From an optimization exercise on the open Yosys and OpenROAD flow, aimed at small area, a short achievable clock period and few clock cycles per item; shortcuts taken in it are not production practice. No functional check of the RTL was part of any run shown here.

==> design/flow/design.v <==
module aes_sbox_p1 (
    input  wire [7:0]  a,
    output wire [11:0] m
);
    wire [7:0] t;
    assign t[0] = a[0] ^ a[5];
    assign t[1] = a[2] ^ a[3] ^ a[5];
    assign t[2] = a[1] ^ a[6] ^ a[7];
    assign t[3] = a[1] ^ a[3] ^ a[6] ^ a[7];
    assign t[4] = a[2] ^ a[3] ^ a[4] ^ a[6] ^ a[7];
    assign t[5] = a[2] ^ a[3] ^ a[5] ^ a[7];
    assign t[6] = a[1] ^ a[4] ^ a[5] ^ a[6];
    assign t[7] = a[5] ^ a[7];
    aes_gf_inv_p1 u_inv (.a(t), .m(m));
endmodule
module aes_sbox_p2 (
    input  wire [11:0] m,
    output wire [7:0]  y
);
    wire [7:0] ti;
    aes_gf_inv_p2 u_inv (.m(m), .y(ti));
    assign y[0] = ~(ti[0] ^ ti[4] ^ ti[5] ^ ti[7]);
    assign y[1] = ~(ti[0] ^ ti[2]);
    assign y[2] = ti[0] ^ ti[1] ^ ti[3];
    assign y[3] = ti[0] ^ ti[4] ^ ti[6];
    assign y[4] = ti[0] ^ ti[1] ^ ti[2] ^ ti[4] ^ ti[5] ^ ti[7];
    assign y[5] = ~(ti[1] ^ ti[2] ^ ti[4] ^ ti[5] ^ ti[7]);
    assign y[6] = ~(ti[4] ^ ti[7]);
    assign y[7] = ti[1] ^ ti[2] ^ ti[3] ^ ti[4];
endmodule
module aes_sbox_ed_p1 (
    input  wire        dec,
    input  wire [7:0]  ae,      
    input  wire [7:0]  ad,      
    output wire [11:0] m
);
    wire [7:0] te, td;
    assign te[0] = ae[0] ^ ae[5];
    assign te[1] = ae[2] ^ ae[3] ^ ae[5];
    assign te[2] = ae[1] ^ ae[6] ^ ae[7];
    assign te[3] = ae[1] ^ ae[3] ^ ae[6] ^ ae[7];
    assign te[4] = ae[2] ^ ae[3] ^ ae[4] ^ ae[6] ^ ae[7];
    assign te[5] = ae[2] ^ ae[3] ^ ae[5] ^ ae[7];
    assign te[6] = ae[1] ^ ae[4] ^ ae[5] ^ ae[6];
    assign te[7] = ae[5] ^ ae[7];
    assign td[0] = ~(ad[4] ^ ad[5]);
    assign td[1] = ~(ad[0] ^ ad[1] ^ ad[5]);
    assign td[2] = ad[1] ^ ad[4] ^ ad[5];
    assign td[3] = ad[0] ^ ad[1] ^ ad[2] ^ ad[4];
    assign td[4] = ~(ad[1] ^ ad[2] ^ ad[7]);
    assign td[5] = ~(ad[0] ^ ad[4] ^ ad[5] ^ ad[6]);
    assign td[6] = ad[1] ^ ad[2] ^ ad[3] ^ ad[4] ^ ad[5] ^ ad[7];
    assign td[7] = ad[1] ^ ad[2] ^ ad[6] ^ ad[7];
    aes_gf_inv_p1 u_inv (.a(dec ? td : te), .m(m));
endmodule
module aes_sbox_ed_p2 (
    input  wire        dec,
    input  wire [11:0] m,
    output wire [7:0]  y
);
    wire [7:0] ti, ye, yd;
    aes_gf_inv_p2 u_inv (.m(m), .y(ti));
    assign ye[0] = ~(ti[0] ^ ti[4] ^ ti[5] ^ ti[7]);
    assign ye[1] = ~(ti[0] ^ ti[2]);
    assign ye[2] = ti[0] ^ ti[1] ^ ti[3];
    assign ye[3] = ti[0] ^ ti[4] ^ ti[6];
    assign ye[4] = ti[0] ^ ti[1] ^ ti[2] ^ ti[4] ^ ti[5] ^ ti[7];
    assign ye[5] = ~(ti[1] ^ ti[2] ^ ti[4] ^ ti[5] ^ ti[7]);
    assign ye[6] = ~(ti[4] ^ ti[7]);
    assign ye[7] = ti[1] ^ ti[2] ^ ti[3] ^ ti[4];
    assign yd[0] = ti[0] ^ ti[1] ^ ti[5] ^ ti[7];
    assign yd[1] = ti[4] ^ ti[5] ^ ti[6];
    assign yd[2] = ti[2] ^ ti[3] ^ ti[5] ^ ti[7];
    assign yd[3] = ti[2] ^ ti[3];
    assign yd[4] = ti[2] ^ ti[6] ^ ti[7];
    assign yd[5] = ti[1] ^ ti[5] ^ ti[7];
    assign yd[6] = ti[1] ^ ti[2] ^ ti[4] ^ ti[6];
    assign yd[7] = ti[1] ^ ti[5];
    assign y = dec ? yd : ye;
endmodule
module aes_gf_inv_p1 (
    input  wire [7:0]  a,
    output wire [11:0] m
);
    function [3:0] gf16_mul;
        input [3:0] p;
        input [3:0] q;
        reg [6:0] r;
        begin
            r = ({3'b0, p} & {7{q[0]}})
              ^ ({2'b0, p, 1'b0} & {7{q[1]}})
              ^ ({1'b0, p, 2'b0} & {7{q[2]}})
              ^ ({p, 3'b0} & {7{q[3]}});
            gf16_mul = r[3:0] ^ {r[6:4], 1'b0} ^ {1'b0, r[6:4]};
        end
    endfunction
    wire [3:0] ah  = a[7:4];
    wire [3:0] al  = a[3:0];
    wire [3:0] ahl = ah ^ al;
    wire [3:0] sq  = {ah[0] ^ ah[1] ^ ah[2], ah[1] ^ ah[2], ah[0] ^ ah[1], ah[2] ^ ah[3]};
    assign m = {ah, ahl, gf16_mul(ahl, al) ^ sq};
endmodule
module aes_gf_inv_p2 (
    input  wire [11:0] m,
    output wire [7:0]  y
);
    function [3:0] gf16_mul;
        input [3:0] p;
        input [3:0] q;
        reg [6:0] r;
        begin
            r = ({3'b0, p} & {7{q[0]}})
              ^ ({2'b0, p, 1'b0} & {7{q[1]}})
              ^ ({1'b0, p, 2'b0} & {7{q[2]}})
              ^ ({p, 3'b0} & {7{q[3]}});
            gf16_mul = r[3:0] ^ {r[6:4], 1'b0} ^ {1'b0, r[6:4]};
        end
    endfunction
    function [3:0] gf16_inv;
        input [3:0] p;
        begin
            gf16_inv[0] = (p[0]) ^ (p[1]) ^ (p[2]) ^ (p[0] & p[2]) ^ (p[1] & p[2]) ^ (p[0] & p[1] & p[2]) ^ (p[3]) ^ (p[1] & p[2] & p[3]);
            gf16_inv[1] = (p[0] & p[1]) ^ (p[0] & p[2]) ^ (p[1] & p[2]) ^ (p[3]) ^ (p[1] & p[3]) ^ (p[0] & p[1] & p[3]);
            gf16_inv[2] = (p[0] & p[1]) ^ (p[2]) ^ (p[0] & p[2]) ^ (p[3]) ^ (p[0] & p[3]) ^ (p[0] & p[2] & p[3]);
            gf16_inv[3] = (p[1]) ^ (p[2]) ^ (p[3]) ^ (p[0] & p[3]) ^ (p[1] & p[3]) ^ (p[2] & p[3]) ^ (p[1] & p[2] & p[3]);
        end
    endfunction
    wire [3:0] ah  = m[11:8];
    wire [3:0] ahl = m[7:4];
    wire [3:0] di  = gf16_inv(m[3:0]);
    assign y = {gf16_mul(ah, di), gf16_mul(ahl, di)};
endmodule
module aes128_cipher (
    input  wire         clk,
    input  wire         rst,           
    input  wire         in_valid,
    output wire         in_ready,
    input  wire         in_decrypt,    
    input  wire [127:0] in_key,
    input  wire [127:0] in_block,
    output reg          out_valid,
    output reg  [127:0] out_block
);
    function [7:0] xtime;
        input [7:0] a;
        xtime = {a[6:0], 1'b0} ^ (a[7] ? 8'h1b : 8'h00);
    endfunction
    function [31:0] mix_col;
        input [31:0] c;
        reg [7:0] a0, a1, a2, a3, t;
        begin
            a0 = c[31:24]; a1 = c[23:16]; a2 = c[15:8]; a3 = c[7:0];
            t = a0 ^ a1 ^ a2 ^ a3;
            mix_col[31:24] = a0 ^ t ^ xtime(a0 ^ a1);
            mix_col[23:16] = a1 ^ t ^ xtime(a1 ^ a2);
            mix_col[15:8]  = a2 ^ t ^ xtime(a2 ^ a3);
            mix_col[7:0]   = a3 ^ t ^ xtime(a3 ^ a0);
        end
    endfunction
    function [31:0] p_col;
        input [31:0] c;
        reg [7:0] a0, a1, a2, a3, u, v;
        begin
            a0 = c[31:24]; a1 = c[23:16]; a2 = c[15:8]; a3 = c[7:0];
            u = xtime(xtime(a0 ^ a2));
            v = xtime(xtime(a1 ^ a3));
            p_col = {a0 ^ u, a1 ^ v, a2 ^ u, a3 ^ v};
        end
    endfunction
    function [7:0] rcon;
        input [3:0] n;
        case (n)
            4'd1:    rcon = 8'h01;
            4'd2:    rcon = 8'h02;
            4'd3:    rcon = 8'h04;
            4'd4:    rcon = 8'h08;
            4'd5:    rcon = 8'h10;
            4'd6:    rcon = 8'h20;
            4'd7:    rcon = 8'h40;
            4'd8:    rcon = 8'h80;
            4'd9:    rcon = 8'h1b;
            4'd10:   rcon = 8'h36;
            default: rcon = 8'h00;
        endcase
    endfunction
    reg         r0_v, r0_dec;
    reg [3:0]   r0_rnd;
    reg [127:0] r0_st, r0_k;
    reg         r1_v, r1_dec, r1_last;
    reg [3:0]   r1_rnd;
    reg [191:0] r1_m;
    reg [47:0]  r1_km;
    reg [127:0] r1_base;
    reg         r2_v, r2_dec, r2_last;
    reg [3:0]   r2_rnd;
    reg [127:0] r2_w, r2_k;
    reg         ir;        
    reg         ov;        
    reg         dec_q;     
    reg [31:0]  mq;        
    reg         e_ok;      
    reg         e_rs;      
    reg         e_ph;      
    reg [3:0]   e_cnt;     
    reg [127:0] e_tag, e_k;
    reg [47:0]  e_km;
    assign in_ready = ir;
    genvar g, r, c;
    wire [127:0] sr1, isr1;
    generate
        for (c = 0; c < 4; c = c + 1) begin : g_perm_c
            for (r = 0; r < 4; r = r + 1) begin : g_perm_r
                assign sr1[127-8*(r+4*c) -: 8]  = r0_st[127-8*(r+4*((c+r)%4)) -: 8];
                assign isr1[127-8*(r+4*c) -: 8] = r0_st[127-8*(r+4*((c+4-r)%4)) -: 8];
            end
        end
    endgenerate
    wire [191:0] m1;
    generate
        for (g = 0; g < 16; g = g + 1) begin : g_sb1
            aes_sbox_ed_p1 u_sb (.dec(r0_dec), .ae(sr1[127-8*g -: 8]), .ad(isr1[127-8*g -: 8]),
                                 .m(m1[191-12*g -: 12]));
        end
    endgenerate
    wire [31:0] k0w0 = r0_k[127:96];
    wire [31:0] k0w1 = r0_k[95:64];
    wire [31:0] k0w2 = r0_k[63:32];
    wire [31:0] k0w3 = r0_k[31:0];
    wire [31:0] ks_in  = r0_dec ? (k0w3 ^ k0w2) : k0w3;
    wire [31:0] ks_rot = {ks_in[23:0], ks_in[31:24]};
    wire [47:0] km1;
    generate
        for (g = 0; g < 4; g = g + 1) begin : g_ksb1
            aes_sbox_p1 u_sb (.a(ks_rot[31-8*g -: 8]), .m(km1[47-12*g -: 12]));
        end
    endgenerate
    wire [31:0]  rcw   = {rcon(r0_rnd), 24'h0};
    wire [127:0] base1 = r0_dec
        ? {k0w0 ^ rcw, k0w1 ^ k0w0, k0w2 ^ k0w1, k0w3 ^ k0w2}
        : {k0w0 ^ rcw, k0w0 ^ k0w1 ^ rcw, k0w0 ^ k0w1 ^ k0w2 ^ rcw, k0w0 ^ k0w1 ^ k0w2 ^ k0w3 ^ rcw};
    wire last1 = r0_dec ? (r0_rnd == 4'd1) : (r0_rnd == 4'd10);
    wire [127:0] w2;
    generate
        for (g = 0; g < 16; g = g + 1) begin : g_sb2
            aes_sbox_ed_p2 u_sb (.dec(r1_dec), .m(r1_m[191-12*g -: 12]), .y(w2[127-8*g -: 8]));
        end
    endgenerate
    wire [31:0] kt2;
    generate
        for (g = 0; g < 4; g = g + 1) begin : g_ksb2
            aes_sbox_p2 u_sb (.m(r1_km[47-12*g -: 12]), .y(kt2[31-8*g -: 8]));
        end
    endgenerate
    wire [31:0]  kt2m = r1_dec ? 32'd0 : kt2;
    wire [127:0] k2   = r1_base ^ {kt2, kt2m, kt2m, kt2m};
    wire [127:0] z3 = r2_w ^ r2_k;
    wire [127:0] mi3;
    wire [127:0] y3;
    generate
        for (c = 0; c < 4; c = c + 1) begin : g_mix
            assign mi3[127-32*c -: 32] = r2_dec ? p_col(z3[127-32*c -: 32]) : r2_w[127-32*c -: 32];
            assign y3[127-32*c -: 32]  = mix_col(mi3[127-32*c -: 32]) ^ (r2_dec ? 32'd0 : r2_k[127-32*c -: 32]);
        end
    endgenerate
    wire [31:0] e_rot = {e_k[23:0], e_k[31:24]};
    wire [47:0] e_km1;
    wire [31:0] e_t;
    generate
        for (g = 0; g < 4; g = g + 1) begin : g_esb
            aes_sbox_p1 u_sb1 (.a(e_rot[31-8*g -: 8]), .m(e_km1[47-12*g -: 12]));
            aes_sbox_p2 u_sb2 (.m(e_km[47-12*g -: 12]), .y(e_t[31-8*g -: 8]));
        end
    endgenerate
    wire [31:0]  e_tr = e_t ^ {rcon(e_cnt), 24'h0};
    wire [31:0]  e_n0 = e_k[127:96] ^ e_tr;
    wire [31:0]  e_n1 = e_k[95:64] ^ e_n0;
    wire [31:0]  e_n2 = e_k[63:32] ^ e_n1;
    wire [31:0]  e_n3 = e_k[31:0] ^ e_n2;
    wire match   = &mq;
    wire restart = ov && !e_rs && (!e_ok || !match);
    wire dec_fit = ov && !e_rs && match && e_ok && (e_cnt == 4'd11 || (e_cnt == 4'd10 && e_ph));
    wire slot_next = !r1_v || r1_last;
    integer i;
    always @(posedge clk) begin
        r1_v    <= r0_v && !rst;
        r1_dec  <= r0_dec;
        r1_last <= last1;
        r1_rnd  <= r0_rnd;
        r1_m    <= m1;
        r1_km   <= km1;
        r1_base <= base1;
        r2_v    <= r1_v && !rst;
        r2_dec  <= r1_dec;
        r2_last <= r1_last;
        r2_rnd  <= r1_rnd;
        r2_w    <= w2;
        r2_k    <= k2;
        if (ir) begin
            r0_v     <= in_valid && !rst;
            r0_dec   <= dec_q;
            r0_rnd   <= dec_q ? 4'd10 : 4'd1;
            r0_st    <= in_block ^ (dec_q ? e_k : in_key);
            r0_k     <= dec_q ? e_k : in_key;
        end else begin
            r0_v     <= r2_v && !r2_last && !rst;
            r0_dec   <= r2_dec;
            r0_rnd   <= r2_dec ? r2_rnd - 4'd1 : r2_rnd + 4'd1;
            r0_st    <= y3;
            r0_k     <= r2_k;
        end
        out_valid <= r2_v && r2_last && !rst;
        out_block <= z3;
        ir    <= !rst && in_valid && !ir && slot_next && (!in_decrypt || dec_fit);
        ov    <= !rst && in_valid && !ir;
        dec_q <= in_decrypt;
        for (i = 0; i < 32; i = i + 1)
            mq[i] <= (in_key[4*i +: 4] == e_tag[4*i +: 4]);
        e_rs <= restart && !rst;
        if (rst)
            e_ok <= 1'b0;
        else if (restart)
            e_ok <= 1'b1;
    end
    always @(posedge clk) begin
        if (restart) begin
            e_tag <= in_key;
            e_k   <= in_key;
            e_cnt <= 4'd1;
            e_ph  <= 1'b0;
        end else if (e_cnt != 4'd11) begin
            e_ph <= !e_ph;
            if (!e_ph) begin
                e_km <= e_km1;
            end else begin
                e_k   <= {e_n0, e_n1, e_n2, e_n3};
                e_cnt <= e_cnt + 4'd1;
            end
        end
    end
endmodule
==> design/flow/run.sh <==
#!/bin/bash
# synth_recipe.tcl (not shown) runs the flow's synth.tcl, then flattens the netlist and writes it again
# the make line also repeats each setting of config.mk as NAME=value (left out here)
make -C /OpenROAD-flow-scripts/flow DESIGN_CONFIG=/design/flow/config.mk WORK_HOME=/design/flow/orfs CLKGATE_MAP_FILE= SYNTH_SCRIPT=/design/flow/synth_recipe.tcl finish
==> design/flow/config.mk <==
export PLATFORM = sky130hd
export DESIGN_NAME = aes128_cipher
export DESIGN_NICKNAME = aes128_cipher
export VERILOG_FILES = /design/flow/design.v
export SDC_FILE = /design/flow/constraint.sdc
export NUM_CORES = 4
export LEC_CHECK = 0
export CAP_MARGIN = 20
export CELL_PAD_IN_SITES_DETAIL_PLACEMENT = 2
export CELL_PAD_IN_SITES_GLOBAL_PLACEMENT = 2
export CORE_MARGIN = 2
export CORE_UTILIZATION = 15
export PLACE_DENSITY = 0.35
export SETUP_SLACK_MARGIN = 5
export SLEW_MARGIN = 20
==> design/flow/constraint.sdc <==
create_clock -name core_clock -period 10.0 [get_ports {clk}]
set_input_delay 2.0000 -clock core_clock [delete_from_list [all_inputs] [get_ports {clk}]]
set_output_delay 2.0000 -clock core_clock [all_outputs]
set_load 0.01 [all_outputs]
==> results.sh, run 1 <==
export IMPL_fmax_mhz=204
export IMPL_dp_slack_ns=4.91
export IMPL_globalplace_congestion=0.795
export IMPL_min_period_ns=4.91
export IMPL_layout_nets=10700
export IMPL_crit_family="XOR/XNOR gates"
export IMPL_portBuffers=389
export IMPL_cp_slowest_cell="xnor2_1"
export IMPL_worstMarginPinSlew_ns=1.26
export IMPL_worstSetupEndpointType="register"
export IMPL_clk_latency_ns=0.95
export IMPL_finalSetupTns_ns=0
export IMPL_vias_per_cell=3.70
export IMPL_hold_viol_final=0
export IMPL_dieHeight_um=789
export IMPL_drt_wl_total_um=484000
export IMPL_skew_ns=0.0601
export IMPL_path_max_fanout=4
export IMPL_synth_top_area_share_pct=23.8
export IMPL_yosysMostFrequentCell="xnor2_1"
export IMPL_cpPeakStageDelay_ns=1.00
export IMPL_hpwl_um=409000
export IMPL_placed_area_sq_um=107000
export IMPL_fin_util_pct=18.6
export IMPL_syn_nets=10200
export IMPL_cts_sinks=1391
export IMPL_cpMostUsedCell="xnor2_1"
export IMPL_grt_max_degree=144
export IMPL_dieArea_sq_um=622000
export IMPL_grt_pass1_wl_um=658000
export IMPL_n_fill_cell=69300
export IMPL_start_util_pct=15.0
export IMPL_ys_seq_area_share_pct=33.4
export IMPL_num_rows=288
export IMPL_status="finished clean"
export IMPL_htree_num_levels=4
export IMPL_cts_hold_buf=0
export IMPL_setup_viol=0
export IMPL_firstDrtPassIters=5
export IMPL_coreArea_sq_um=614000
export IMPL_wl_per_cell_um=26.1
export IMPL_path_buf_inv=0
export IMPL_r2r_slack_ns=5.09
export IMPL_critPathKind="register to register"
export IMPL_cts_tree="done"
export IMPL_seqCellArea_sq_um=30900
export IMPL_ant_nets=0
export IMPL_ys_warn_count=3
export IMPL_synth_async_reset_ratio_pct=0
export IMPL_required_ns=10.68
export IMPL_boundaryPins=390
export IMPL_netlist_area_sq_um=92400
export IMPL_antenna_found_initial=55
export IMPL_fin_ws_ns=5.09
export IMPL_area_growth_pct=23.9
export IMPL_cts_buffers=202
export IMPL_clk_pin_slew_worst_paths_ns=0.06
export IMPL_synth_flop_cell="dfxtp_1"
export IMPL_ys_types=90
export IMPL_rsz0062_at_grt="true"
export IMPL_synth_edf_count=304
export IMPL_synthTopCellsByArea="xnor2_1, dfxtp_1, xor2_1"
export IMPL_ys_seq_elements=1391
export IMPL_multi_input_area_sq_um=59200
export IMPL_track_usage_pct=15.2
export IMPL_yosys_area_top_type="xnor2_1"
export IMPL_cts_root_buf="clkbuf_16"
export IMPL_grt_overflow_total=0
export IMPL_synth_cells=9771
export IMPL_cap_viol_max_count=0
export IMPL_final_area_sq_um=114000
export IMPL_cp_cell_sequence="xor2_1, xnor3_1, xnor2_1, nor2_1, xnor2_1, xnor2_1, xnor2_1, o21ai_0"
export IMPL_grt_pass1_vias=75700
export IMPL_finalCritPeriodShare_pct=49.1
export IMPL_synth_avg_cell_area_sq_um=9.46
export IMPL_ys_top_cells_by_count="xnor2_1, xor2_1, dfxtp_1, nand2_1, nor2_1"
export IMPL_slew_headroom_pct=16.0
export IMPL_drc=0
export IMPL_startpoint_type="register"
export IMPL_slew_violations=0
export IMPL_final_layout_size_suffix_gt1_share_pct=6.86
export IMPL_clock_path_buffers=4
export IMPL_vias=68700
export IMPL_die_w_um=789
export IMPL_hp_class="register to register"
export IMPL_cp_data_arrival_time_ns=5.59
export IMPL_drt_initial_drc_count=2929
[path summary, 6_finish.rpt]
kind,start,endpoint,depth (start not counted)
hold / removal,r1_rnd[3],r2_rnd[3],0
hold reg to reg,r1_rnd[3],r2_rnd[3],0
setup / recovery,r2_k[56],r0_st[42],8
setup reg to reg,r2_k[56],r0_st[42],8
[registers in the layout, indices dropped and copies added, names as in the netlist, 8 cells and up]
| signal | flops |
|---|---|
| r2_w | 128 |
| mq | 32 |
| rcon$func$/design/flow/design.v:237$5471.$result | 8 |
| e_km | 48 |
| r1_km | 48 |
| e_tag | 128 |
| r0_st | 128 |
| r2_k | 128 |
| r1_m | 192 |
| r0_k | 128 |
| e_k | 128 |
| out_block | 128 |
| rcon$func$/design/flow/design.v:274$5480.$result | 8 |
| r1_base | 128 |
[cells by family (layout without fill, tap and decap cells)]
family	after synthesis	after routing	synth area share (%)
other cells	0	41	0
fa+ha+maj	189	189	2.76
flops	1391	1391	33.4
simple gates	2190	2190	10.1
xor+xnor	3937	3937	41.1
buf+inv	707	1347	2.90
compound gates	1130	1130	7.15
mux	227	227	2.51
[per-stage QoR]
step	std cells	hold WS, ns
2_1_floorplan	9771	0.310
3_3_place_gp	18200	0.317
3_5_place_dp	18200	0.316
4_1_cts	18500	0.329
5_1_grt	18500	0.343
6_report	18600	0.328
[placed cells by master (no fill, tap or decap), types with 58 or more instances in the layout]
master	netlist	routed
buf_4	2	172
dfxtp_1	1087	1082
clkbuf_16	0	209
nor2_1	804	803
xor2_1	1171	1168
mux2i_1	192	152
nand2_1	940	939
nor2b_1	102	102
o21ai_0	447	443
nor3_1	58	58
xnor3_1	186	186
edfxtp_1	304	304
clkdlybuf4s50_1	0	389
xnor2_1	2509	2500
inv_1	407	405
ha_1	164	164
a21oi_1	402	396
[per-layer routing]
layer  wire [um]  global-route usage (%)
met2      237000                    26.6
met3       10600                    1.18
met1      227000                    20.4
met5           0                       0
met4        9680                    2.87
[area by class of cell]
| type | instances | share of cell area [%] |
|---|---|---|
| antenna | 41 | 0.0897 |
| clock buffer | 278 | 5.12 |
| clock inverter | 92 | 1.16 |
| inverter | 409 | 1.35 |
| multi-input combinational | 7673 | 51.8 |
| sequential | 1391 | 27.0 |
| tap | 8120 | 8.88 |
| timing repair buffer | 568 | 4.62 |
[repair_timing]
| action | in CTS | in global routing |
|---|---|---|
| resized for setup | 2 | 4 |
| setup endpoints to repair | 3 | 10 |
| setup buffers | 0 | 1 |
==> run 2, diff against run 1 <==
--- a/design/flow/config.mk
+++ b/design/flow/config.mk
@@ -13,3 +13,2 @@
 export PLACE_DENSITY = 0.35
-export SETUP_SLACK_MARGIN = 5
 export SLEW_MARGIN = 20
==> run 2 against run 1 <==
Against the previous run: still clean; first-iteration DRC count grew 4.1%; core utilization shrank 0.052 points; die area is the same.
==> results.sh, run 2 <==
export IMPL_status="finished clean"
export IMPL_final_layout_size_suffix_gt1_share_pct=6.68
export IMPL_synthXorXnorAreaFrac_pct=41.1
export IMPL_min_period_ns=5.17
export IMPL_vias_per_cell=3.70
export IMPL_synth_avg_cell_area_sq_um=9.46
export IMPL_ant_nets=0
export IMPL_required_ns=10.73
export IMPL_firstDrtPassIters=5
export IMPL_ys_top_cells_by_count="xnor2_1, xor2_1, dfxtp_1, nand2_1, nor2_1"
export IMPL_fin_ws_ns=4.83
export IMPL_place_inst=18200
export IMPL_finalSetupTns_ns=0
export IMPL_clk_latency_ns=0.95
export IMPL_startpoint_type="register"
export IMPL_grt_pass1_vias=76200
export IMPL_cpMostUsedCell="xor3_2"
export IMPL_synth_area_mux_share_pct=2.51
export IMPL_final_area_sq_um=114000
export IMPL_portBuffers=389
export IMPL_synthTopCellsByArea="xnor2_1, dfxtp_1, xor2_1"
export IMPL_htree_num_levels=4
export IMPL_grt_max_degree=148
export IMPL_drt_initial_drc_count=3048
export IMPL_final_cell_mix="xnor2_1, xor2_1, dfxtp_1"
export IMPL_yosysMostFrequentCell="xnor2_1"
export IMPL_dieArea_sq_um=622000
export IMPL_netlist_area_sq_um=92400
export IMPL_clock_path_buffers=4
export IMPL_clk_pin_slew_worst_paths_ns=0.06
export IMPL_dp_slack_ns=4.80
export IMPL_path_max_fanout=6
export IMPL_hp_class="register to register"
export IMPL_die_w_um=789
export IMPL_cap_viol_max_count=0
export IMPL_cts_resized=0
export IMPL_cts_buffers=204
export IMPL_ys_types=90
export IMPL_layout_nets=10700
export IMPL_hold_viol_final=0
export IMPL_vias=68800
export IMPL_yosys_area_top_type="xnor2_1"
export IMPL_globalplace_congestion=0.812
export IMPL_start_util_pct=15.0
export IMPL_cpPeakStageDelay_ns=0.69
export IMPL_worstSetupEndpointType="register"
export IMPL_setup_viol=0
export IMPL_antenna_found_initial=49
export IMPL_placed_area_sq_um=107000
export IMPL_synth_async_reset_ratio_pct=0
export IMPL_drt_wl_total_um=494000
export IMPL_layout_commonest_cell="xnor2_1"
export IMPL_ys_seq_area_share_pct=33.4
export IMPL_drc=0
export IMPL_cts_hold_buf=0
export IMPL_ys_warn_count=3
export IMPL_hpwl_um=416000
export IMPL_synth_edf_count=304
export IMPL_track_usage_pct=15.5
export IMPL_wl_per_cell_um=26.6
export IMPL_slew_headroom_pct=11.5
export IMPL_dieHeight_um=789
export IMPL_finalCritPeriodShare_pct=51.7
export IMPL_coreArea_sq_um=614000
export IMPL_cp_cell_sequence="inv_1, fa_1, or3_4, o211ai_2, nand2_1, or3_1, o221ai_2, xor3_2, xnor3_2, xor3_2, and2_4, xor2_1"
export IMPL_largest_reg_flops=192
export IMPL_whs_ns=0.338
export IMPL_cts_setup_buffers=0
export IMPL_worstMarginPinSlew_ns=1.29
export IMPL_synth_cells=9771
export IMPL_stdcell_count=18600
export IMPL_cts_sinks=1391
export IMPL_boundaryPins=390
export IMPL_num_rows=288
export IMPL_synthAdderAreaFrac_pct=2.76
export IMPL_yosys_area_share_simple_pct=10.1
export IMPL_regMostFlops="r1_m"
export IMPL_syn_nets=10200
export IMPL_synth_flop_cell="dfxtp_1"
export IMPL_synth_compound_area_share_pct=7.15
export IMPL_slew_violations=0
export IMPL_synth_top_family_by_area="XOR/XNOR gates"
export IMPL_synth_top_area_share_pct=23.8
export IMPL_grt_overflow_total=0
export IMPL_rsz0062_at_grt="false"
export IMPL_cts_root_buf="clkbuf_16"
export IMPL_cts_tree="done"
export IMPL_skew_ns=0.0586
export IMPL_area_growth_pct=23.5
export IMPL_ys_seq_elements=1391
export IMPL_critPathKind="register to register"
export IMPL_fmax_mhz=193
export IMPL_grt_pass1_wl_um=671000
export IMPL_cp_data_arrival_time_ns=5.90
export IMPL_cp_slowest_cell="xor2_1"
[run 2: changes by cell type in the layout (fill, tap and decap cells not counted), moves of 5 or more]
cell	delta
clkinv_1	+8
mux2i_1	+10
clkbuf_8	-10
clkinvlp_4	+11
clkinv_2	+5
nor4_1	-5
nor4_2	+5
bufinv_16	-7
buf_4	-9
mux2i_2	-6
[run 2: worst paths after layout]
| path | start | endpoint | slack [ns] | cells past startpoint |
|---|---|---|---|---|
| hold / removal | r1_rnd[3] | r2_rnd[3] | 0.34 | 0 |
| hold reg to reg | r1_rnd[3] | r2_rnd[3] | 0.34 | 0 |
| setup / recovery | r1_km[26] | r2_k[52] | 4.83 | 12 |
| setup reg to reg | r1_km[26] | r2_k[52] | 4.83 | 12 |
[run 2: area by class of cell]
class                   count  area [sq um]
well taps                8120         10200
multi-input cells        7673         59100
repair buffers            564          5270
clock buffers             270          5770
fillers                 69400        500000
inverters                 409          1550
flip-flops and latches   1391         30900
clock inverters           105          1200
diodes                     40           100
[run 2: through the flow]
step	utilization, %
floorplan	-
finish	18.6
CTS	18.5
detailed placement	17.4
global route	18.6
global placement	17.4
[run 2: cell families (layout without fill, tap and decap cells)]
family,after synthesis,count (layout)
other,0,40
AO/OA/AOI/OAI,1130,1130
buffers and inverters,707,1348
adder cells (fa/ha/maj),189,189
AND/OR/NAND/NOR,2190,2190
XOR/XNOR,3937,3937
flip-flops,1391,1391
multiplexers,227,227
[run 2: worst max-delay path: cells and delay by family, from the launching register on]
family / cells / cell delay [ns]
XOR/XNOR: 4 / 2.06
AND/OR/NAND/NOR: 4 / 1.33
flip-flops: 1 / 0.49
AO/OA/AOI/OAI: 2 / 0.47
adder cells (fa/ha/maj): 1 / 0.46
buffers and inverters: 1 / 0.16
[run 2: per-layer routing]
metal / GRT usage [%] / share of wire (%)
met1: 21.0 / 47
met2: 26.5 / 48
met3: 1.16 / 2.0
met4: 3.97 / 2.7
met5: 0 / 0
==> run 3, diff against run 2 <==
--- a/design/flow/config.mk
+++ b/design/flow/config.mk
@@ -7,2 +7,3 @@
 export LEC_CHECK = 0
+export ABC_AREA = 1
 export CAP_MARGIN = 20
@@ -13,2 +14,3 @@
 export PLACE_DENSITY = 0.35
+export SETUP_SLACK_MARGIN = 5
 export SLEW_MARGIN = 20
==> run 3 against run 2 <==
Against the previous run: worst setup slack improved by 0.55 ns; first-iteration DRC count rose by 25%; core utilization rose by 0.060 points; register-to-register slack improved by 0.55 ns; via count rose by 26%; count of clock-buffer cells in the layout rose by 36; final cell count rose by 22%; non-clock buffer count rose by 74; clock skew rose by 0.051 ns; sequential cell count did not move; largest cell class unchanged.
==> results.sh, run 3 <==
export IMPL_clk_pin_slew_worst_paths_ns=0.06
export IMPL_firstDrtPassIters=5
export IMPL_drc=0
export IMPL_dieHeight_um=812
export IMPL_r2r_slack_ns=5.38
export IMPL_synth_async_reset_ratio_pct=0
export IMPL_regMostFlops="r1_m"
export IMPL_largest_reg_flops=192
export IMPL_final_layout_size_suffix_gt1_share_pct=8.38
export IMPL_cts_tree="done"
export IMPL_start_util_pct=15.1
export IMPL_cts_root_buf="clkbuf_16"
export IMPL_path_buf_inv=3
export IMPL_final_area_sq_um=121000
export IMPL_path_max_fanout=45
export IMPL_wl_per_cell_um=24.8
export IMPL_clock_path_buffers=4
export IMPL_cp_cell_sequence="buf_4, nand2_1, xor2_1, xor2_1, xor2_1, ha_1, inv_1, nand2_1, xor2_1, xor2_1, xor2_1, inv_1"
export IMPL_cp_startpoint="r0_dec"
export IMPL_hold_path_cell_count=0
export IMPL_ys_seq_area_share_pct=31.5
export IMPL_grt_overflow_total=0
export IMPL_setup_viol=0
export IMPL_num_rows=296
export IMPL_slew_headroom_pct=19.6
export IMPL_n_fill_cell=76300
export IMPL_coreArea_sq_um=650000
export IMPL_track_usage_pct=16.7
export IMPL_holdPathEnd="r2_rnd[0]"
export IMPL_layout_nets=14300
export IMPL_cp_depth=12
export IMPL_r2r_start="r0_dec"
export IMPL_final_cell_mix="nand2_1, xor2_1, inv_1"
export IMPL_grt_max_degree=108
export IMPL_cpPeakStageDelay_ns=0.73
export IMPL_cpMostUsedCell="xor2_1"
export IMPL_netlist_area_sq_um=98000
export IMPL_cp_data_arrival_time_ns=5.47
export IMPL_ys_seq_elements=1391
export IMPL_worstReg2RegEnd="r1_km[15]"
export IMPL_ys_types=68
export IMPL_cts_hold_buf=0
export IMPL_startpoint_type="register"
export IMPL_finalSetupTns_ns=0
export IMPL_globalplace_congestion=0.792
export IMPL_synthTopCellsByArea="dfxtp_1, xor2_1, nand2_1"
export IMPL_dieArea_sq_um=660000
export IMPL_ys_top_cells_by_count="nand2_1, xor2_1, inv_1, dfxtp_1, xnor2_1"
export IMPL_cts_resized=0
export IMPL_min_period_ns=4.62
export IMPL_yosysMostFrequentCell="nand2_1"
export IMPL_htree_num_levels=4
export IMPL_clk_latency_ns=0.99
export IMPL_layout_commonest_cell="nand2_1"
export IMPL_cap_viol_max_count=0
export IMPL_skew_ns=0.110
export IMPL_fmax_mhz=217
export IMPL_hpwl_um=479000
export IMPL_stdcell_count=22700
export IMPL_placed_area_sq_um=114000
export IMPL_synth_cells=13300
export IMPL_boundaryPins=390
export IMPL_place_inst=22300
export IMPL_die_w_um=812
export IMPL_area_growth_pct=23.6
export IMPL_drt_initial_drc_count=3806
export IMPL_worstMarginPinSlew_ns=1.21
export IMPL_slew_violations=0
export IMPL_vias=86800
export IMPL_rsz0062_at_grt="false"
export IMPL_finalCritPeriodShare_pct=46.2
export IMPL_yosys_area_top_type="dfxtp_1"
export IMPL_hold_viol_final=0
export IMPL_antenna_found_initial=103
export IMPL_hp_class="register to register"
export IMPL_synth_avg_cell_area_sq_um=7.39
export IMPL_ant_nets=0
export IMPL_cts_setup_buffers=0
export IMPL_cp_slowest_cell="dfxtp_4"
export IMPL_cts_buffers=213
export IMPL_grt_pass1_wl_um=771000
export IMPL_r2r_cells=12
export IMPL_crit_family="XOR/XNOR gates"
export IMPL_required_ns=10.85
export IMPL_ys_warn_count=3
export IMPL_min_delay_start="r1_rnd[0]"
export IMPL_cts_sinks=1391
export IMPL_synth_flop_cell="dfxtp_1"
export IMPL_worstSetupEndpointType="register"
export IMPL_status="finished clean"
export IMPL_synth_edf_count=304
export IMPL_vias_per_cell=3.82
export IMPL_syn_nets=13700
export IMPL_synth_top_area_share_pct=22.2
export IMPL_portBuffers=389
export IMPL_grt_pass1_vias=92900
export IMPL_drt_wl_total_um=565000
export IMPL_critPathKind="register to register"
[run 3: cell type report]
type                       instances  area, sq um  area share (%)
sequential                      1391        30900            25.5
timing repair buffer             638         5880            4.86
multi-input combinational      10100        60500            49.9
tap                             8642        10800            8.92
clock buffer                     306         6250            5.16
clock inverter                    84          932           0.769
inverter                        1525         5760            4.76
antenna                           58          145           0.120
[run 3: per-stage QoR]
stage	hold slack (ns)	setup WS, ns	util (%)
4_1_cts	0.325	5.27	18.6
5_1_grt	0.336	5.19	18.6
3_3_place_gp	0.312	4.15	17.5
3_5_place_dp	0.315	5.29	17.5
2_1_floorplan	0.310	5.09	-
6_report	0.326	5.38	18.6
[run 3: cell families after synthesis]
group / synth area share, %
xor gates and xnor gates: 27.4
AOI/OAI and AO/OA: 7.07
DFF: 31.5
and+or+nand+nor: 24.1
buffers and inverters: 6.92
adders and majority gates: 2.60
muxes: 0.389
[run 3: worst register-to-register path, delay by kind of cell (launching register included)]
kind | cells | cell delay, ns
buffers and inverters | 3 | 0.87
flip-flops | 1 | 0.73
XOR/XNOR | 6 | 2.15
adder cells (fa/ha/maj) | 1 | 0.36
AND/OR/NAND/NOR | 2 | 0.37
[run 3: how the worst max path moves through the flow]
stage	slack, ns	to
2_1_floorplan	5.09	e_k[0]
3_3_place_gp	4.15	r0_st[51]
3_5_place_dp	5.29	r0_st[76]
4_1_cts	5.27	r1_km[15]
5_1_grt	5.19	r1_km[15]
6_report	5.38	r1_km[15]
[run 3: per-layer routing]
| layer | wire, um | part of all wire, % | track usage, % | vias up |
|---|---|---|---|---|
| li1 | - | - | - | 42500 |
| met1 | 271000 | 48 | 22.9 | 42900 |
| met4 | 11600 | 2.1 | 3.21 | 14 |
| met3 | 13500 | 2.4 | 1.40 | 376 |
| met2 | 268000 | 48 | 28.8 | 987 |
| met5 | 90 | 0.016 | 0 | - |
==> run 4, diff against run 3 <==
--- a/design/flow/config.mk
+++ b/design/flow/config.mk
@@ -7,3 +7,2 @@
 export LEC_CHECK = 0
-export ABC_AREA = 1
 export CAP_MARGIN = 20
@@ -12,4 +11,4 @@
 export CORE_MARGIN = 2
-export CORE_UTILIZATION = 15
-export PLACE_DENSITY = 0.35
+export CORE_UTILIZATION = 45
+export PLACE_DENSITY = 0.65
 export SETUP_SLACK_MARGIN = 5
==> run 4 against run 3 <==
Against the previous run: non-clock buffer count fell by 185; sequential cell count stayed put; count of clock-buffer cells in the layout shrank 82; via count down 18%; sequential share of layout area increased by 4.0 points; final cell count fell by 43%; hold slack improved by 0.0095 ns; first-iteration DRC count grew 28%; still clean on timing, DRC and antenna; design area fell by 14%; synthesized area fell by 5.7%.
==> results.sh, run 4 <==
export IMPL_status="finished clean"
export IMPL_globalplace_congestion=0.982
export IMPL_boundaryPins=390
export IMPL_startpoint_type="register"
export IMPL_slew_headroom_pct=15.2
export IMPL_finalCritPeriodShare_pct=49.5
export IMPL_regMostFlops="r1_m"
export IMPL_netlist_area_sq_um=92400
export IMPL_min_period_ns=4.95
export IMPL_worstSetupEndpointType="register"
export IMPL_antenna_found_initial=33
export IMPL_yosys_area_share_simple_pct=10.1
export IMPL_r2r_start="r2_w[45]"
export IMPL_ys_top_cells_by_count="xnor2_1, xor2_1, dfxtp_1, nand2_1, nor2_1"
export IMPL_cts_root_buf="clkbuf_16"
export IMPL_area_growth_pct=13.3
export IMPL_wl_per_cell_um=30.0
export IMPL_cts_sinks=1391
export IMPL_setup_viol=0
export IMPL_dieHeight_um=457
export IMPL_syn_nets=10200
export IMPL_cap_viol_max_count=0
export IMPL_largest_reg_flops=192
export IMPL_cts_hold_buf=0
export IMPL_synth_cells=9771
export IMPL_cts_buffers=162
export IMPL_yosys_area_top_type="xnor2_1"
export IMPL_ys_warn_count=3
export IMPL_cts_resized=0
export IMPL_synth_async_reset_ratio_pct=0
export IMPL_n_fill_cell=21300
export IMPL_synth_top_family_by_area="XOR/XNOR gates"
export IMPL_dieArea_sq_um=209000
export IMPL_grt_overflow_total=0
export IMPL_layout_nets=10500
export IMPL_portBuffers=389
export IMPL_worstMarginPinSlew_ns=1.26
export IMPL_synthXorXnorAreaFrac_pct=41.1
export IMPL_vias=71400
export IMPL_clock_path_buffers=3
export IMPL_grt_max_degree=171
export IMPL_final_layout_size_suffix_gt1_share_pct=4.54
export IMPL_firstDrtPassIters=5
export IMPL_skew_ns=0.0565
export IMPL_cp_startpoint="r2_w[45]"
export IMPL_cts_setup_buffers=0
export IMPL_ys_seq_elements=1391
export IMPL_stdcell_count=12900
export IMPL_synth_top_area_share_pct=23.8
export IMPL_slew_violations=0
export IMPL_synthTopCellsByArea="xnor2_1, dfxtp_1, xor2_1"
export IMPL_place_inst=12600
export IMPL_start_util_pct=45.2
export IMPL_die_w_um=457
export IMPL_required_ns=10.67
export IMPL_track_usage_pct=36.4
export IMPL_cts_tree="done"
export IMPL_drt_initial_drc_count=4872
export IMPL_drc=0
export IMPL_min_delay_start="r1_rnd[2]"
export IMPL_coreArea_sq_um=204000
export IMPL_critPathKind="register to register"
export IMPL_layout_commonest_cell="xnor2_1"
export IMPL_yosysMostFrequentCell="xnor2_1"
export IMPL_ys_seq_area_share_pct=33.4
export IMPL_synth_flop_cell="dfxtp_1"
export IMPL_num_rows=166
export IMPL_rsz0062_at_grt="false"
export IMPL_synth_compound_area_share_pct=7.15
export IMPL_hp_class="register to register"
export IMPL_drt_wl_total_um=387000
export IMPL_ys_types=90
export IMPL_synth_area_mux_share_pct=2.51
export IMPL_finalSetupTns_ns=0
export IMPL_hpwl_um=309000
export IMPL_r2r_slack_ns=5.05
export IMPL_final_cell_mix="xnor2_1, xor2_1, dfxtp_1"
export IMPL_clk_pin_slew_worst_paths_ns=0.06
export IMPL_synth_edf_count=304
export IMPL_hold_viol_final=0
export IMPL_grt_pass1_vias=78000
export IMPL_cp_data_arrival_time_ns=5.62
export IMPL_vias_per_cell=5.52
export IMPL_clk_latency_ns=0.87
export IMPL_synthAdderAreaFrac_pct=2.76
export IMPL_grt_pass1_wl_um=556000
export IMPL_htree_num_levels=4
export IMPL_fmax_mhz=202
export IMPL_synth_avg_cell_area_sq_um=9.46
export IMPL_ant_nets=0
export IMPL_path_max_fanout=6
run 4: cell count changes in the layout (fill, tap and decap cells not counted), sizes merged, moves of 195 or more:
cell | previous run | this run
nand2 | 3790 | 941
inv | 1531 | 419
xor2 | 1773 | 1174
xnor2 | 1147 | 2523
o21ai | 906 | 468
or2 | 225 | 28
nand3 | 717 | 33
a21oi | 207 | 402
run 4: final cells by class:
| cell class | instances | area (sq um) | area share (%) |
|---|---|---|---|
| sequential | 1391 | 30900 | 29.5 |
| timing repair buffer | 453 | 4390 | 4.19 |
| clock inverter | 70 | 891 | 0.851 |
| tap | 2688 | 3360 | 3.21 |
| inverter | 409 | 1550 | 1.48 |
| multi-input combinational | 7673 | 58900 | 56.2 |
| antenna | 17 | 42.5 | 0.0406 |
| clock buffer | 224 | 4670 | 4.46 |
run 4: logic make-up after synthesis:
| logic type | Yosys count |
|---|---|
| buffers and inverters | 707 |
| adders and majority gates | 189 |
| AOI/OAI and AO/OA | 1130 |
| and+or+nand+nor | 2190 |
| DFF | 1391 |
| xor gates and xnor gates | 3937 |
| muxes | 227 |
run 4: worst paths after layout:
| kind | endpoint | depth (start not counted) |
|---|---|---|
| worst min register to register | r2_rnd[2] | 0 |
| worst max-delay path | r0_st[44] | 10 |
| worst min-delay path | r2_rnd[2] | 0 |
| worst max register to register | r0_st[44] | 10 |
run 4: worst max-delay path, cell delays in order (launching register included):
cell	delay, ns
dfxtp_1	0.60
xor2_1	0.98
xor3_1	0.42
nor2_1	0.06
xnor2_1	0.59
xnor3_1	0.67
xor2_1	0.24
xnor2_1	0.28
xnor2_1	0.12
xnor2_1	0.61
o21ai_0	0.18
run 4: per-layer routing:
layer	track usage, %	wire length, um
met4	22.3	27800
met3	5.30	20200
met1	45.3	160000
met2	59.5	180000
met5	0	55
run 4: per-stage QoR:
step | instance area (sq um) | worst slack [ns] | utilization (%) | hold WS, ns
2_1_floorplan | 92400 | 5.13 | - | 0.310
3_3_place_gp | 99100 | 5.29 | 48.5 | 0.313
3_5_place_dp | 99100 | 5.29 | 48.5 | 0.315
4_1_cts | 105000 | 5.23 | 51.2 | 0.333
5_1_grt | 105000 | 5.01 | 51.2 | 0.336
6_report | 105000 | 5.05 | 51.2 | 0.335
==> run 5, diff against run 4 <==
--- a/design/flow/design.v
+++ b/design/flow/design.v
@@ -6,9 +6,9 @@
     assign t[0] = a[0] ^ a[5];
-    assign t[1] = a[2] ^ a[3] ^ a[5];
+    assign t[1] = a[2] ^ a[5];
     assign t[2] = a[1] ^ a[6] ^ a[7];
-    assign t[3] = a[1] ^ a[3] ^ a[6] ^ a[7];
+    assign t[3] = a[2] ^ a[3] ^ a[5];
     assign t[4] = a[2] ^ a[3] ^ a[4] ^ a[6] ^ a[7];
-    assign t[5] = a[2] ^ a[3] ^ a[5] ^ a[7];
+    assign t[5] = a[1] ^ a[2] ^ a[3] ^ a[4] ^ a[5] ^ a[6];
     assign t[6] = a[1] ^ a[4] ^ a[5] ^ a[6];
-    assign t[7] = a[5] ^ a[7];
+    assign t[7] = a[2] ^ a[3] ^ a[5] ^ a[7];
     aes_gf_inv_p1 u_inv (.a(t), .m(m));
@@ -21,10 +21,10 @@
     aes_gf_inv_p2 u_inv (.m(m), .y(ti));
-    assign y[0] = ~(ti[0] ^ ti[4] ^ ti[5] ^ ti[7]);
+    assign y[0] = ~(ti[0] ^ ti[4] ^ ti[5] ^ ti[6]);
     assign y[1] = ~(ti[0] ^ ti[2]);
-    assign y[2] = ti[0] ^ ti[1] ^ ti[3];
+    assign y[2] = ti[0] ^ ti[1] ^ ti[2];
     assign y[3] = ti[0] ^ ti[4] ^ ti[6];
-    assign y[4] = ti[0] ^ ti[1] ^ ti[2] ^ ti[4] ^ ti[5] ^ ti[7];
-    assign y[5] = ~(ti[1] ^ ti[2] ^ ti[4] ^ ti[5] ^ ti[7]);
-    assign y[6] = ~(ti[4] ^ ti[7]);
-    assign y[7] = ti[1] ^ ti[2] ^ ti[3] ^ ti[4];
+    assign y[4] = ti[0] ^ ti[2] ^ ti[3] ^ ti[4] ^ ti[5] ^ ti[6];
+    assign y[5] = ~(ti[2] ^ ti[3] ^ ti[4] ^ ti[5] ^ ti[6]);
+    assign y[6] = ~(ti[4] ^ ti[5] ^ ti[6] ^ ti[7]);
+    assign y[7] = ti[1] ^ ti[4];
 endmodule
@@ -38,17 +38,17 @@
     assign te[0] = ae[0] ^ ae[5];
-    assign te[1] = ae[2] ^ ae[3] ^ ae[5];
+    assign te[1] = ae[2] ^ ae[5];
     assign te[2] = ae[1] ^ ae[6] ^ ae[7];
-    assign te[3] = ae[1] ^ ae[3] ^ ae[6] ^ ae[7];
+    assign te[3] = ae[2] ^ ae[3] ^ ae[5];
     assign te[4] = ae[2] ^ ae[3] ^ ae[4] ^ ae[6] ^ ae[7];
-    assign te[5] = ae[2] ^ ae[3] ^ ae[5] ^ ae[7];
+    assign te[5] = ae[1] ^ ae[2] ^ ae[3] ^ ae[4] ^ ae[5] ^ ae[6];
     assign te[6] = ae[1] ^ ae[4] ^ ae[5] ^ ae[6];
-    assign te[7] = ae[5] ^ ae[7];
+    assign te[7] = ae[2] ^ ae[3] ^ ae[5] ^ ae[7];
     assign td[0] = ~(ad[4] ^ ad[5]);
-    assign td[1] = ~(ad[0] ^ ad[1] ^ ad[5]);
+    assign td[1] = ~(ad[1] ^ ad[2]);
     assign td[2] = ad[1] ^ ad[4] ^ ad[5];
-    assign td[3] = ad[0] ^ ad[1] ^ ad[2] ^ ad[4];
+    assign td[3] = ~(ad[0] ^ ad[1] ^ ad[5]);
     assign td[4] = ~(ad[1] ^ ad[2] ^ ad[7]);
-    assign td[5] = ~(ad[0] ^ ad[4] ^ ad[5] ^ ad[6]);
+    assign td[5] = ~(ad[0] ^ ad[3]);
     assign td[6] = ad[1] ^ ad[2] ^ ad[3] ^ ad[4] ^ ad[5] ^ ad[7];
-    assign td[7] = ad[1] ^ ad[2] ^ ad[6] ^ ad[7];
+    assign td[7] = ~(ad[0] ^ ad[4] ^ ad[5] ^ ad[6]);
     aes_gf_inv_p1 u_inv (.a(dec ? td : te), .m(m));
@@ -62,18 +62,18 @@
     aes_gf_inv_p2 u_inv (.m(m), .y(ti));
-    assign ye[0] = ~(ti[0] ^ ti[4] ^ ti[5] ^ ti[7]);
+    assign ye[0] = ~(ti[0] ^ ti[4] ^ ti[5] ^ ti[6]);
     assign ye[1] = ~(ti[0] ^ ti[2]);
-    assign ye[2] = ti[0] ^ ti[1] ^ ti[3];
+    assign ye[2] = ti[0] ^ ti[1] ^ ti[2];
     assign ye[3] = ti[0] ^ ti[4] ^ ti[6];
-    assign ye[4] = ti[0] ^ ti[1] ^ ti[2] ^ ti[4] ^ ti[5] ^ ti[7];
-    assign ye[5] = ~(ti[1] ^ ti[2] ^ ti[4] ^ ti[5] ^ ti[7]);
-    assign ye[6] = ~(ti[4] ^ ti[7]);
-    assign ye[7] = ti[1] ^ ti[2] ^ ti[3] ^ ti[4];
-    assign yd[0] = ti[0] ^ ti[1] ^ ti[5] ^ ti[7];
-    assign yd[1] = ti[4] ^ ti[5] ^ ti[6];
-    assign yd[2] = ti[2] ^ ti[3] ^ ti[5] ^ ti[7];
-    assign yd[3] = ti[2] ^ ti[3];
-    assign yd[4] = ti[2] ^ ti[6] ^ ti[7];
-    assign yd[5] = ti[1] ^ ti[5] ^ ti[7];
-    assign yd[6] = ti[1] ^ ti[2] ^ ti[4] ^ ti[6];
-    assign yd[7] = ti[1] ^ ti[5];
+    assign ye[4] = ti[0] ^ ti[2] ^ ti[3] ^ ti[4] ^ ti[5] ^ ti[6];
+    assign ye[5] = ~(ti[2] ^ ti[3] ^ ti[4] ^ ti[5] ^ ti[6]);
+    assign ye[6] = ~(ti[4] ^ ti[5] ^ ti[6] ^ ti[7]);
+    assign ye[7] = ti[1] ^ ti[4];
+    assign yd[0] = ti[0] ^ ti[3] ^ ti[5] ^ ti[6];
+    assign yd[1] = ti[4] ^ ti[6] ^ ti[7];
+    assign yd[2] = ti[1] ^ ti[3] ^ ti[5] ^ ti[6];
+    assign yd[3] = ti[1] ^ ti[3];
+    assign yd[4] = ti[2] ^ ti[5] ^ ti[7];
+    assign yd[5] = ti[3] ^ ti[5] ^ ti[6];
+    assign yd[6] = ti[2] ^ ti[3] ^ ti[4] ^ ti[6];
+    assign yd[7] = ti[3] ^ ti[7];
     assign y = dec ? yd : ye;
@@ -93,3 +93,3 @@
               ^ ({p, 3'b0} & {7{q[3]}});
-            gf16_mul = r[3:0] ^ {r[6:4], 1'b0} ^ {1'b0, r[6:4]};
+            gf16_mul = {r[3] ^ r[4], r[2] ^ r[4], r[1] ^ r[4] ^ r[6], r[0] ^ r[4] ^ r[5]};
         end
@@ -99,3 +99,3 @@
     wire [3:0] ahl = ah ^ al;
-    wire [3:0] sq  = {ah[0] ^ ah[1] ^ ah[2], ah[1] ^ ah[2], ah[0] ^ ah[1], ah[2] ^ ah[3]};
+    wire [3:0] sq  = {ah[0] ^ ah[3], ah[2] ^ ah[3], ah[3], ah[1] ^ ah[3]};
     assign m = {ah, ahl, gf16_mul(ahl, al) ^ sq};
@@ -115,3 +115,3 @@
               ^ ({p, 3'b0} & {7{q[3]}});
-            gf16_mul = r[3:0] ^ {r[6:4], 1'b0} ^ {1'b0, r[6:4]};
+            gf16_mul = {r[3] ^ r[4], r[2] ^ r[4], r[1] ^ r[4] ^ r[6], r[0] ^ r[4] ^ r[5]};
         end
@@ -121,6 +121,6 @@
         begin
-            gf16_inv[0] = (p[0]) ^ (p[1]) ^ (p[2]) ^ (p[0] & p[2]) ^ (p[1] & p[2]) ^ (p[0] & p[1] & p[2]) ^ (p[3]) ^ (p[1] & p[2] & p[3]);
-            gf16_inv[1] = (p[0] & p[1]) ^ (p[0] & p[2]) ^ (p[1] & p[2]) ^ (p[3]) ^ (p[1] & p[3]) ^ (p[0] & p[1] & p[3]);
-            gf16_inv[2] = (p[0] & p[1]) ^ (p[2]) ^ (p[0] & p[2]) ^ (p[3]) ^ (p[0] & p[3]) ^ (p[0] & p[2] & p[3]);
-            gf16_inv[3] = (p[1]) ^ (p[2]) ^ (p[3]) ^ (p[0] & p[3]) ^ (p[1] & p[3]) ^ (p[2] & p[3]) ^ (p[1] & p[2] & p[3]);
+            gf16_inv[0] = (p[0]) ^ (p[1]) ^ (p[0] & p[2]) ^ (p[2] & p[3]) ^ (p[0] & p[2] & p[3]) ^ (p[1] & p[2] & p[3]);
+            gf16_inv[1] = (p[1]) ^ (p[0] & p[2]) ^ (p[1] & p[2]) ^ (p[0] & p[1] & p[2]) ^ (p[0] & p[3]) ^ (p[0] & p[1] & p[3]) ^ (p[1] & p[2] & p[3]);
+            gf16_inv[2] = (p[1]) ^ (p[0] & p[1]) ^ (p[0] & p[2]) ^ (p[0] & p[1] & p[2]) ^ (p[3]) ^ (p[0] & p[2] & p[3]);
+            gf16_inv[3] = (p[1]) ^ (p[2]) ^ (p[0] & p[2]) ^ (p[1] & p[3]) ^ (p[0] & p[1] & p[3]) ^ (p[0] & p[2] & p[3]);
         end
==> run 5 against run 4 <==
Against the previous run: critical path depth fell by 2; sequential share of layout area is 0.58 points higher; highest routed layer unchanged; core utilization rose by 0.31 points; via count is 1.6% lower; sequential cell count is the same; global-route usage is 1.2 points higher; critical endpoint is now e_k[37]; critical path type unchanged.
==> results.sh, run 5 <==
export IMPL_status="finished clean"
export IMPL_cap_viol_max_count=0
export IMPL_ant_nets=0
export IMPL_antenna_found_initial=34
export IMPL_start_util_pct=45.1
export IMPL_wl_per_cell_um=31.0
export IMPL_synth_area_mux_share_pct=2.28
export IMPL_r2r_slack_ns=5.06
export IMPL_synth_avg_cell_area_sq_um=9.50
export IMPL_slew_violations=0
export IMPL_ys_warn_count=3
export IMPL_r2r_start="mq[11]"
export IMPL_cts_root_buf="clkbuf_16"
export IMPL_startpoint_type="register"
export IMPL_synthAdderAreaFrac_pct=2.29
export IMPL_hpwl_um=306000
export IMPL_largest_reg_flops=192
export IMPL_cts_hold_buf=0
export IMPL_drt_wl_total_um=390000
export IMPL_final_cell_mix="xnor2_1, xor2_1, nand2_1"
export IMPL_boundaryPins=390
export IMPL_synth_compound_area_share_pct=6.40
export IMPL_synth_edf_count=304
export IMPL_yosys_area_top_type="dfxtp_1"
export IMPL_htree_num_levels=4
export IMPL_clk_pin_slew_worst_paths_ns=0.06
export IMPL_n_fill_cell=20700
export IMPL_synth_cells=9473
export IMPL_dieHeight_um=451
export IMPL_grt_pass1_wl_um=555000
export IMPL_num_rows=164
export IMPL_yosysMostFrequentCell="xnor2_1"
export IMPL_cp_data_arrival_time_ns=5.52
export IMPL_cts_tree="done"
export IMPL_dp_slack_ns=4.79
export IMPL_die_w_um=451
export IMPL_hold_path_cell_count=0
export IMPL_dieArea_sq_um=204000
export IMPL_ys_top_cells_by_count="xnor2_1, xor2_1, nand2_1, dfxtp_1, nor2_1"
export IMPL_skew_ns=0.0338
export IMPL_netlist_area_sq_um=90000
export IMPL_synth_top_area_share_pct=24.2
export IMPL_synth_async_reset_ratio_pct=0
export IMPL_track_usage_pct=37.6
export IMPL_ys_types=88
export IMPL_ys_seq_elements=1391
export IMPL_clock_path_buffers=3
export IMPL_worstReg2RegEnd="e_k[37]"
export IMPL_slew_headroom_pct=13.1
export IMPL_final_layout_size_suffix_gt1_share_pct=4.68
export IMPL_required_ns=10.59
export IMPL_hp_class="register to register"
export IMPL_setup_viol=0
export IMPL_ys_seq_area_share_pct=34.3
export IMPL_globalplace_congestion=1.01
export IMPL_whs_ns=0.329
export IMPL_fmax_mhz=203
export IMPL_fin_ws_ns=5.06
export IMPL_synthTopCellsByArea="dfxtp_1, xnor2_1, xor2_1"
export IMPL_area_growth_pct=14.1
export IMPL_grt_overflow_total=0
export IMPL_synth_flop_cell="dfxtp_1"
export IMPL_portBuffers=389
export IMPL_cts_sinks=1391
export IMPL_cts_buffers=168
export IMPL_syn_nets=9897
export IMPL_min_delay_start="r1_rnd[0]"
export IMPL_vias_per_cell=5.58
export IMPL_firstDrtPassIters=5
export IMPL_grt_pass1_vias=75900
export IMPL_layout_nets=10200
export IMPL_yosys_area_share_simple_pct=11.2
export IMPL_finalCritPeriodShare_pct=49.4
export IMPL_vias=70200
export IMPL_critPathKind="register to register"
export IMPL_coreArea_sq_um=199000
export IMPL_worstMarginPinSlew_ns=1.27
export IMPL_layout_commonest_cell="xnor2_1"
export IMPL_regMostFlops="r1_m"
export IMPL_synth_top_family_by_area="XOR/XNOR gates"
export IMPL_path_max_fanout=73
export IMPL_hold_viol_final=0
export IMPL_min_period_ns=4.94
export IMPL_finalSetupTns_ns=0
export IMPL_drc=0
export IMPL_drt_initial_drc_count=5645
export IMPL_clk_latency_ns=0.86
export IMPL_synthXorXnorAreaFrac_pct=40.6
export IMPL_grt_max_degree=192
export IMPL_worstSetupEndpointType="register"
export IMPL_r2r_cells=8
export IMPL_holdPathEnd="r2_rnd[0]"
export IMPL_rsz0062_at_grt="false"
[run 5: cell count changes after synthesis, moves of 35 or more]
cell	change
xnor2_1	-319
nand3_1	+56
xnor3_1	+41
nor2b_1	-40
o21ai_0	-95
a22oi_1	-37
xor2_1	+46
nor2_1	-73
nand2_1	+157
inv_1	-35
buf_2	+35
[run 5: timing repair]
action,4_1_cts,5_1_grt
setup endpoints to repair,73,1
setup buffers,0,0
resized for setup,2,1
hold endpoints to repair,0,0
[run 5: layer usage]
| layer | track usage [%] | part of all wire, % |
|---|---|---|
| met1 | 45.8 | 40 |
| met2 | 62.0 | 47 |
| met3 | 4.93 | 5.1 |
| met4 | 25.6 | 8.0 |
| met5 | 0 | 0.018 |
[run 5: area by class of cell]
class	instances	area (sq um)	area share, %
sequential	1391	30900	30.1
tap	2656	3320	3.24
timing repair buffer	461	4530	4.41
antenna	8	20.0	0.0195
clock inverter	77	1030	1.00
multi-input combinational	7388	56500	55.0
inverter	373	1410	1.38
clock buffer	236	4980	4.85
[run 5: worst max-delay path, cell delays in order (launching register included)]
cell,delay (ns)
dfxtp_1,0.54
nand4_1,0.38
nor4_2,0.65
nand4_1,0.15
or4_1,0.69
nand2_4,0.22
buf_4,0.66
buf_4,0.78
mux2_2,0.45
[run 5: kinds of logic after synthesis]
logic type | Yosys count
adders and majority gates | 164
muxes | 204
buffers and inverters | 694
and+or+nand+nor | 2322
AOI/OAI and AO/OA | 995
DFF | 1391
xor gates and xnor gates | 3703
[run 5: worst max path at each step]
stage                      start  endpoint  slack [ns]  cells after the start
after floorplan             e_ok   e_km[0]        5.69                     10
after global placement    mq[11]    e_k[4]        4.90                      8
after detailed placement  mq[11]   e_k[37]        4.79                      8
after CTS                 mq[11]   e_k[37]        5.02                      8
after global routing      mq[11]   e_k[37]        5.11                      8
final                     mq[11]   e_k[37]        5.06                      8
[run 5: per-stage QoR]
stage	utilization [%]	cell area, sq um	cells
after floorplan	-	90000	9473
after global placement	48.4	96500	12300
after detailed placement	48.5	96600	12300
after CTS	51.5	103000	12600
after global routing	51.5	103000	12600
final	51.5	103000	12600

-- afterwards: timing with drivers on the ports --
The flow's constraints put no driver on any port. The routed layouts listed below were extracted and timed again, unchanged, in two steps.
Step 1 (the two cells are an assumption about what drives the block):
set clk [get_ports {clk}]
set_driving_cell -lib_cell sky130_fd_sc_hd__clkbuf_16 $clk
set_driving_cell -lib_cell sky130_fd_sc_hd__buf_2 [delete_from_list [all_inputs] $clk]
Step 2 also shifts input and output timing later by t, the mid clock arrival at the registers, as if the neighbouring blocks saw the same clock.
a / b / c = no drivers / after step 1 / after step 2; a / b = the first two.
run	t, ns	slack for setup (ns)	worst setup path at the end	worst register clock-pin slew, ns
run 1	1.050	5.088 / 5.088 / 5.088	register to register	0.07 / 0.07
run 2	1.051	4.828 / 4.828 / 4.828	register to register	0.08 / 0.08
run 3	1.061	5.382 / 5.369 / 5.382	register to register	0.07 / 0.07
run 4	0.943	5.049 / 5.049 / 5.049	register to register	0.07 / 0.07
run 5	0.942	5.063 / 5.063 / 5.063	register to register	0.07 / 0.07
After both steps every run listed still meets setup and hold.
